Source: an optimization exercise on an open RTL-to-GDS flow (aim: small area, a short achievable clock period and few clock cycles). Production flows keep margins and buffers that such runs may drop.
Function was checked by simulation only, so behaviour that the tests miss may differ from the original.
Power is estimated from default activity; no workload was simulated.

== P ==
Design ckf, start of the top module:
module ckf (
    input  wire         clk,
    input  wire         rst,
    input  wire         cmd_valid,
    output wire         cmd_ready,
    input  wire [31:0]  cmd_word,
    input  wire [7:0]   cmd_len,
    input  wire         din_valid,
    output wire         din_ready,
    input  wire [7:0]   din_data,
    output wire         done,
    output wire [7:0]   lrc,
    output wire [15:0]  crc,
    output wire [15:0]  crcout,
    output wire [15:0]  status,
    output wire [31:0]  frm,
    output wire [5:0]   out_len,
    output wire [303:0] out_data,
    output wire [5:0]   rx_len,
    output wire [255:0] rx_data
);
    localparam OUT_MAX   = 38;
    localparam RXBUF_CAP = 32;
    function [15:0] crc_step;
        input [15:0] c;
        input [7:0]  b;
        integer k;
        reg [15:0] t;
        begin
            t = c ^ {8'h00, b};
            for (k = 0; k < 8; k = k + 1)
                t = t[0] ? ((t >> 1) ^ 16'h8408) : (t >> 1);
            crc_step = t;
        end
    endfunction
    reg [7:0]   lrc_r;
    reg [15:0]  crc_r;
    reg [3:0]   err_r;
    reg         ok_r;
    reg         pass_r;
    reg [31:0]  frm_r;
    reg [7:0]   ob [0:OUT_MAX-1];
    reg [5:0]   out_len_r;
    reg [7:0]   rb [0:RXBUF_CAP-1];
    reg [5:0]   rx_len_r;
    reg         complete_r;
    reg [1:0]   tier_r;
    wire [7:0] c_op = cmd_word[7:0];
    reg c_known, c_fmt_n, c_fmt_e;
    always @(*) begin
        c_known = 1'b1;
        c_fmt_n = 1'b0;
  ...
export LEC_CHECK = 0
export CAP_MARGIN = 20
export CORE_MARGIN = 2
export CORE_UTILIZATION = 55
export CTS_CLUSTER_DIAMETER = 150
export CTS_CLUSTER_SIZE = 20
export SETUP_SLACK_MARGIN = 5
export SLEW_MARGIN = 20
create_clock -name core_clock -period 8.0 [get_ports {clk}]
standard.sh (not shown) runs the stock make flow with config.mk's settings and CLKGATE_MAP_FILE= SYNTH_SCRIPT=/design/flow/synth_recipe.tcl, a recipe that flattens the netlist after the stock synthesis.
==> flow/flow/run.sh <==
#!/bin/bash
# Layout flow: the standard flow (standard.sh), unchanged synthesis, with
# the port buffers made of sky130_fd_sc_hd__buf_1 cells (buffer_ports
# -buffer_cell) instead of the cell buffer_ports picks by default.
# Each step's output goes to a log file of its own in this folder, and ORFS
# keeps its per-step logs under orfs/logs.
set -uo pipefail
bash standard.sh synth > synth.log 2>&1 || { echo "synth failed"; exit 1; }
bash standard.sh "BUFFER_PORTS_ARGS=-buffer_cell sky130_fd_sc_hd__buf_1" finish > layout.log 2>&1 || { echo "layout failed"; tail -30 layout.log; exit 1; }
echo "flow done"
Testbench counts of P, summed over its fixed seeds: cycles 49,920.
Input changes introduced in Q (baseline for comparison: P):
# P
export LEC_CHECK = 0
export CAP_MARGIN = 20
export CORE_MARGIN = 2
export CORE_UTILIZATION = 55
export CTS_CLUSTER_DIAMETER = 150
export CTS_CLUSTER_SIZE = 20
export SETUP_SLACK_MARGIN = 5
export SLEW_MARGIN = 20
create_clock -name core_clock -period 8.0 [get_ports {clk}]
# Q
export LEC_CHECK = 0
export CAP_MARGIN = 20
export CORE_MARGIN = 2
export CORE_UTILIZATION = 40
export SETUP_SLACK_MARGIN = 5
export SLEW_MARGIN = 20
create_clock -name core_clock -period 8.0 [get_ports {clk}]
==> run notes <==
- Taking P as the reference, in Q count of buffers not belonging to the clock network in the layout went up 20; total power consumption of the routed design went up 1.6 mW; final cell area excluding filler cells went up 5.7%; number of cells in the finished layout apart from fillers went up 448.
- Between Q and P, the clock tree buffer count of the final layout is lower for P.
- Wire length of the first global-routing pass: Q higher than P
diff inputs: Q => R
# Q
export LEC_CHECK = 0
export CAP_MARGIN = 20
export CORE_MARGIN = 2
export CORE_UTILIZATION = 40
export SETUP_SLACK_MARGIN = 5
export SLEW_MARGIN = 20
create_clock -name core_clock -period 8.0 [get_ports {clk}]
# R
export LEC_CHECK = 0
export CAP_MARGIN = 20
export CORE_MARGIN = 2
export CORE_UTILIZATION = 55
export CTS_CLUSTER_DIAMETER = 150
export CTS_CLUSTER_SIZE = 20
export SETUP_SLACK_MARGIN = 5
export SLEW_MARGIN = 20
create_clock -name core_clock -period 8.0 [get_ports {clk}]
==> flow/run.sh (new file) <==
#!/bin/bash
# synth_recipe.tcl (not shown) runs the flow's synth.tcl, then flattens the netlist and writes it again
# the make line also repeats each setting of config.mk as NAME=value (left out here)
make -C /OpenROAD-flow-scripts/flow DESIGN_CONFIG=/design/flow/config.mk WORK_HOME=/design/flow/orfs CLKGATE_MAP_FILE= SYNTH_SCRIPT=/design/flow/synth_recipe.tcl finish
removed: flow/flow/run.sh
removed: flow/standard.sh
[summary]
Of the two values seen for most common cell after layout, fill and taps aside, sky130_fd_sc_hd__buf_1 was produced by Q and sky130_fd_sc_hd__edfxtp_1 by R. R vs Q on overall global routing resource usage: R is the higher one. Global routing usage on met1 in R is 14 points above Q. Fmax: R lower than Q. Of the two values seen for timing endpoint of the critical path, out_data[156] was produced by R and out_data[1] by Q. Q → R: part of the total power dissipated in combinational logic saw an increase, number of sequential cells saw little to no change, routed wire length saw an increase, worst setup slack saw a decrease. Per the comparison of R with Q, number of vias after detailed routing grew by 7.9%; final area picked up an extra about 7%. Standby leakage power for R: 3.3 nW up relative to Q.

========
the reference run:
Another version of the RTL of ckf (not shown whole).
Size in the first run: about 2800 cells after synthesis, roughly 770 flip-flops, ~720 I/O pins.
clock: 8.0 ns
lec_check: 0
cap_margin: 20
core_margin: 2
core_utilization: 40
setup_slack_margin: 5
slew_margin: 20
==> flow/flow/run.sh <==
#!/bin/bash
# Layout flow: the standard flow (standard.sh), unchanged synthesis, with
# the port buffers made of sky130_fd_sc_hd__buf_2 cells (buffer_ports
# -buffer_cell) instead of the cell buffer_ports picks by default.
# Each step's output goes to a log file of its own in this folder, and ORFS
# keeps its per-step logs under orfs/logs.
set -uo pipefail
bash standard.sh synth > synth.log 2>&1 || { echo "synth failed"; exit 1; }
bash standard.sh "BUFFER_PORTS_ARGS=-buffer_cell sky130_fd_sc_hd__buf_2" finish > layout.log 2>&1 || { echo "layout failed"; tail -30 layout.log; exit 1; }
echo "flow done"
Testbench counts of the reference run, summed over its fixed seeds: cycles 49,920.
Relative to the reference run, the following input files were edited for the trial run:
==> flow/run.sh (new file) <==
#!/bin/bash
# synth_recipe.tcl (not shown) runs the flow's synth.tcl, then flattens the netlist and writes it again
# the make line also repeats each setting of config.mk as NAME=value (left out here)
make -C /OpenROAD-flow-scripts/flow DESIGN_CONFIG=/design/flow/config.mk WORK_HOME=/design/flow/orfs CLKGATE_MAP_FILE= SYNTH_SCRIPT=/design/flow/synth_recipe.tcl finish
removed: flow/flow/run.sh
removed: flow/standard.sh
Notes after the runs:
- Against the reference run, the trial run comes in about 10% higher on cell leakage power.
- Taking the reference run as the reference, in the trial run clock share of power +0.3 points, wire length on met1 +1.4%.

==> port drivers added, routing unchanged <==
No port has a modelled driver above. Below, the same layouts with a new extraction and two added sets of constraints. Step 1 (the two cells are an assumption about what drives the block):
set clk [get_ports {clk}]
set_driving_cell -lib_cell sky130_fd_sc_hd__clkbuf_16 $clk
set_driving_cell -lib_cell sky130_fd_sc_hd__buf_2 [delete_from_list [all_inputs] $clk]
Step 2 also shifts input and output timing later by t, the mid clock arrival at the registers, as if the neighbouring blocks saw the same clock. Slacks: ideal / step 1 / step 2; pairs: ideal / step 1.
run | t (ns) | setup slack, ns | hold slack, ns | clock arrival spread, ns
P | 0.684 | 4.961 / 4.891 / 4.401 | 0.456 / 0.456 / 0.456 | 0.048 / 0.048
Q | 0.719 | 4.982 / 4.911 / 4.361 | 0.450 / 0.450 / 0.450 | 0.034 / 0.034
R | 0.686 | 4.967 / 4.900 / 4.311 | 0.456 / 0.456 / 0.456 | 0.032 / 0.031
the reference run | 0.704 | 5.014 / 4.943 / 4.371 | 0.447 / 0.447 / 0.447 | 0.034 / 0.033
the trial run | 0.710 | 5.000 / 4.927 / 4.346 | 0.445 / 0.445 / 0.445 | 0.030 / 0.029
After both steps setup and hold are still met in every run listed. The setup slack of R, which loses most, moves by -0.067 ns with the drivers and by -0.656 ns with both steps.
